Background: an optimization exercise with open tools, aiming at small area and a short achievable clock period. Do not read the settings as production practice.
Function was checked by simulation only, so behaviour that the tests miss may differ from the original.
Power is estimated from default activity; no workload was simulated.

== run 1 ==
==> flow/design.v <==
module kstc_crc32c_step #(
    parameter [31:0] POLY = 32'h82F63B78
) (
    input  wire [31:0] crc_in,
    input  wire [7:0]  data,
    output reg  [31:0] crc_out
);
    integer i;
    always @* begin
        crc_out = crc_in ^ {24'd0, data};
        for (i = 0; i < 8; i = i + 1)
            crc_out = crc_out[0] ? ((crc_out >> 1) ^ POLY) : (crc_out >> 1);
    end
endmodule
module kstc_tx #(
    parameter MAX_PAYLOAD = 64
) (
    input  wire                     clk,
    input  wire                     rst,
    input  wire                     start,
    output wire                     ready,
    input  wire [7:0]               pri,
    input  wire [15:0]              src,
    input  wire [15:0]              dst,
    input  wire [15:0]              dspec,
    input  wire [63:0]              tid,
    input  wire [6:0]               len,
    input  wire [8*MAX_PAYLOAD-1:0] payload,
    output wire                     tx_valid,
    output wire [7:0]               tx_byte,
    input  wire                     tx_accept,
    output reg                      done,
    output reg                      ok
);
    localparam [7:0]  DELIM    = 8'h9E;
    localparam [7:0]  ESC      = 8'h8E;
    reg [7:0]               r_pri;
    reg [15:0]              r_src;
    reg [15:0]              r_dst;
    reg [15:0]              r_dspec;
    reg [63:0]              r_tid;
    reg [8*MAX_PAYLOAD-1:0] r_payload;
    reg        busy;       
    reg        idle;       
    reg        lden;       
    reg [7:0]  ob;         
    reg        ob_close;   
    reg        pend;       
    reg        pend_b4;    
    reg [7:0]  nb;         
    reg        nb_crc;     
    reg        nb_close;   
    reg        ph_hdr, ph_hcrc, ph_pay, ph_pcrc, ph_close;
    reg [7:0]  hlo;
    reg [3:0]  hhi;
    reg [7:0]  plo;
    reg [7:0]  phi;
    reg        crc_sh;     
    reg [6:0]  rem;        
    reg        zlen;       
    reg [31:0] crc;
    wire [8*28-1:0] hdr = {8'h80, 8'h00, 8'h00, 8'h00, r_tid, 64'd0,
                           r_dspec, r_dst, r_src, r_pri, 8'h00};
    reg [7:0] fetch, grp;
    integer g, l;
    always @* begin
        fetch = 8'h00;
        for (g = 0; g < 4; g = g + 1) begin
            grp = 8'h00;
            for (l = 0; l < 8; l = l + 1)
                grp = grp | (hdr[64*g + 8*l +: 8] & {8{hlo[l]}});
            fetch = fetch | (grp & {8{hhi[g]}});
        end
        for (g = 0; g < MAX_PAYLOAD / 8; g = g + 1) begin
            grp = 8'h00;
            for (l = 0; l < 8; l = l + 1)
                grp = grp | (r_payload[64*g + 8*l +: 8] & {8{plo[l]}});
            fetch = fetch | (grp & {8{phi[g]}});
        end
    end
    wire [7:0] lb     = nb_crc ? ~crc[7:0] : nb;
    wire       lb_esc = !nb_close && (lb == DELIM || lb == ESC);
    wire [31:0] crc_step;
    kstc_crc32c_step u_crc (
        .crc_in  (crc),
        .data    (nb),
        .crc_out (crc_step)
    );
    assign ready    = idle;
    assign tx_valid = busy;
    assign tx_byte  = ob;
    always @(posedge clk) begin
        if (rst) begin
            busy <= 1'b0;
            idle <= 1'b1;
            lden <= 1'b1;
            done <= 1'b0;
        end else if (!busy) begin
            busy <= start;
            idle <= !start;
            lden <= !start;
            done <= 1'b0;
        end else begin
            busy <= tx_accept && !ob_close;
            idle <= !tx_accept || ob_close;
            lden <= !tx_accept || ob_close || (!pend && nb_close);
            done <= !tx_accept || ob_close;
        end
        ok <= tx_accept;
        if (lden) begin
            r_pri     <= pri;
            r_src     <= src;
            r_dst     <= dst;
            r_dspec   <= dspec;
            r_tid     <= tid;
            r_payload <= payload;
        end
        if (lden) begin
            ob       <= DELIM;
            ob_close <= 1'b0;
            pend     <= 1'b0;
            nb       <= 8'h00;       
            nb_crc   <= 1'b0;
            nb_close <= 1'b0;
            ph_hdr   <= 1'b1;
            ph_hcrc  <= 1'b0;
            ph_pay   <= 1'b0;
            ph_pcrc  <= 1'b0;
            ph_close <= 1'b0;
            hlo      <= 8'b0000_0010;    
            hhi      <= 4'b0001;
            plo      <= 8'b0000_0000;
            phi      <= 8'b0000_0000;
            crc_sh   <= 1'b0;
            rem      <= len;
            zlen     <= (len == 7'd0);
            crc      <= 32'hFFFFFFFF;
        end else if (pend) begin
            ob   <= pend_b4 ? ~DELIM : ~ESC;
            pend <= 1'b0;
        end else begin
            ob       <= nb_close ? DELIM : (lb_esc ? ESC : lb);
            pend     <= lb_esc;
            pend_b4  <= lb[4];
            ob_close <= nb_close;
            crc      <= crc_sh ? {8'hFF, crc[31:8]} : crc_step;
            nb       <= fetch;
            nb_crc   <= ph_hcrc || ph_pcrc;
            crc_sh   <= ph_hcrc || ph_pcrc || ph_close;
            nb_close <= ph_close;
            hlo      <= {hlo[6:0], hlo[7]};
            plo      <= {plo[6:0], plo[7]};
            if (ph_hdr) begin
                if (hlo[7])
                    hhi <= {hhi[2:0], 1'b0};
                if (hhi[3] && hlo[3]) begin      
                    ph_hdr  <= 1'b0;
                    ph_hcrc <= 1'b1;
                    hhi     <= 4'b0000;
                    hlo     <= 8'b0000_0001;
                end
            end
            if (ph_hcrc && hlo[3]) begin
                ph_hcrc <= 1'b0;
                ph_pay  <= !zlen;
                ph_pcrc <= zlen;
                hlo     <= {7'd0, zlen};
                plo     <= {7'd0, !zlen};
                phi     <= {7'd0, !zlen};
            end
            if (ph_pay) begin
                rem <= rem - 1'b1;
                if (plo[7])
                    phi <= {phi[6:0], 1'b0};
                if (rem == 7'd1) begin
                    ph_pay  <= 1'b0;
                    ph_pcrc <= 1'b1;
                    plo     <= 8'b0000_0000;
                    phi     <= 8'b0000_0000;
                    hlo     <= 8'b0000_0001;
                end
            end
            if (ph_pcrc && hlo[3]) begin
                ph_pcrc  <= 1'b0;
                ph_close <= 1'b1;
            end
            if (ph_close)
                ph_close <= 1'b0;
        end
    end
endmodule
clock: 6.5 ns
lec_check: 0
cap_margin: 20
core_margin: 2
core_utilization: 40
setup_slack_margin: 4.3
slew_margin: 20
tns_end_percent: 50
standard.sh (not shown) runs the stock make flow with config.mk's settings and CLKGATE_MAP_FILE= SYNTH_SCRIPT=/design/flow/synth_recipe.tcl, a recipe that flattens the netlist after the stock synthesis.
==> flow/flow/run.sh <==
#!/bin/bash
# Standard ORFS layout, except: the port buffers are buf_1 cells rather than
# the delay cells buffer_ports picks by default, and clock tree synthesis
# adds no dummy loads and clusters up to 24 sinks per leaf buffer.
set -euo pipefail
export BUFFER_PORTS_ARGS="-buffer_cell sky130_fd_sc_hd__buf_1"
export CTS_ARGS="-sink_clustering_enable -repair_clock_nets -dont_use_dummy_load -sink_clustering_size 24 -sink_clustering_max_diameter 120"
bash standard.sh > standard_flow.log 2>&1
Run 1: full flow OK, the timing, DRC and antenna checks passed
Input changes introduced in run 2 (baseline for comparison: run 1):
Settings: SETUP_SLACK_MARGIN now 4.4, was 4.3; TNS_END_PERCENT no longer set, was 50.
Results
- Run 2 finished every stage and its layout cleared the timing, DRC and antenna checks.
- Clock-buffer cell count in run 2 vs run 1: down 1
- From run 1 to run 2 the numbers moved as follows: post-route setup TNS comparable; maximum clock frequency shrank by 0.0031 GHz; post-detailed-routing wire length roughly the same; clock skew ~0 delta; final cell count now larger.
- Any difference in fraction of area in clock buffers and inverters between run 2 and run 1 is small enough to ignore.
- Relative to run 1, register-to-register slack has gone up in run 2.
- Note that the combinational power recorded for run 1 amounts to 0.936 times the value seen in run 2.
- As of run 2, detailed-route wire length per cell had fallen slightly compared to run 1.
- Of run 1 and run 2, the higher clock period minus final worst setup slack belongs to run 2.
Relative to run 2, the following input files were edited for run 3:
Settings: SETUP_SLACK_MARGIN changed from 4.4 to 4.3.
==> flow/flow/run.sh <==
#!/bin/bash
# Standard ORFS layout, except: the port buffers are buf_1 cells rather than
# the delay cells buffer_ports picks by default, and clock tree synthesis
# adds no dummy loads and clusters up to 28 sinks per leaf buffer.
set -euo pipefail
export BUFFER_PORTS_ARGS="-buffer_cell sky130_fd_sc_hd__buf_1"
export CTS_ARGS="-sink_clustering_enable -repair_clock_nets -dont_use_dummy_load -sink_clustering_size 28 -sink_clustering_max_diameter 110"
bash standard.sh > standard_flow.log 2>&1
Results
The final reports for run 3 and run 2 show worst-case reg-to-reg path depth higher in the former.
Diff run 2 -> run 3 | core utilization | decrease of 0.61 points
Compared with run 2, total power in run 3 decreased slightly.
Run 3: number of vias per cell is 0.027 lower than what run 2 reported.
For run 4, these inputs were changed with respect to run 3:
Settings: CORE_UTILIZATION: 40 -> 60.
==> flow/flow/run.sh <==
#!/bin/bash
# Standard ORFS layout, except: the port buffers are buf_1 cells rather than
# the delay cells buffer_ports picks by default, and clock tree synthesis
# adds no dummy loads and clusters up to 24 sinks per leaf buffer.
set -euo pipefail
export BUFFER_PORTS_ARGS="-buffer_cell sky130_fd_sc_hd__buf_1"
export CTS_ARGS="-sink_clustering_enable -repair_clock_nets -dont_use_dummy_load -sink_clustering_size 24 -sink_clustering_max_diameter 120"
bash standard.sh > standard_flow.log 2>&1
==> summary.txt <==
Re count of inverters other than clock inverters in the layout: no difference whatsoever between run 3 and run 4. Run 3 → run 4: count of cells along the worst hold path ~0 delta, power consumption ~0 delta, number of standard-cell rows in the floorplan -17. A capture point of the worst path of tx_valid is what run 4 shows, while tx_byte[4] belongs to run 3.

## afterwards: timing with drivers on the ports
Ports are ideal in the flow. The routed layouts listed here were re-timed in OpenROAD. Step 1: set_driving_cell puts a clkbuf_16 on clk and a buf_2 on each other input, an assumption about the parent block. Step 2 moves the port delays by t, midway between the first and last clock arrival at a register: inputs arrive t later, outputs are due t later. That takes back most of the time a late clock gives input paths. Slacks: ideal / step 1 / step 2; pairs: ideal / step 1.
run | t (ns) | setup slack, ns | hold slack, ns | clock arrival spread, ns | pins driven straight from the clock port
run 1 | 0.627 | 4.170 / 4.099 / 4.217 | 0.487 / 0.487 / 0.487 | 0.089 / 0.089 | 1
run 2 | 0.623 | 4.153 / 4.087 / 4.185 | 0.500 / 0.500 / 0.500 | 0.087 / 0.087 | 1
run 3 | 0.615 | 4.196 / 4.128 / 4.155 | 0.504 / 0.504 / 0.504 | 0.101 / 0.101 | 1
run 4 | 0.623 | 4.150 / 4.089 / 4.200 | 0.463 / 0.463 / 0.463 | 0.042 / 0.042 | 1
After both steps setup and hold are still met in every run listed. For run 3, which loses most, drivers alone change the setup slack by -0.068 ns; drivers and shift together by -0.041 ns.
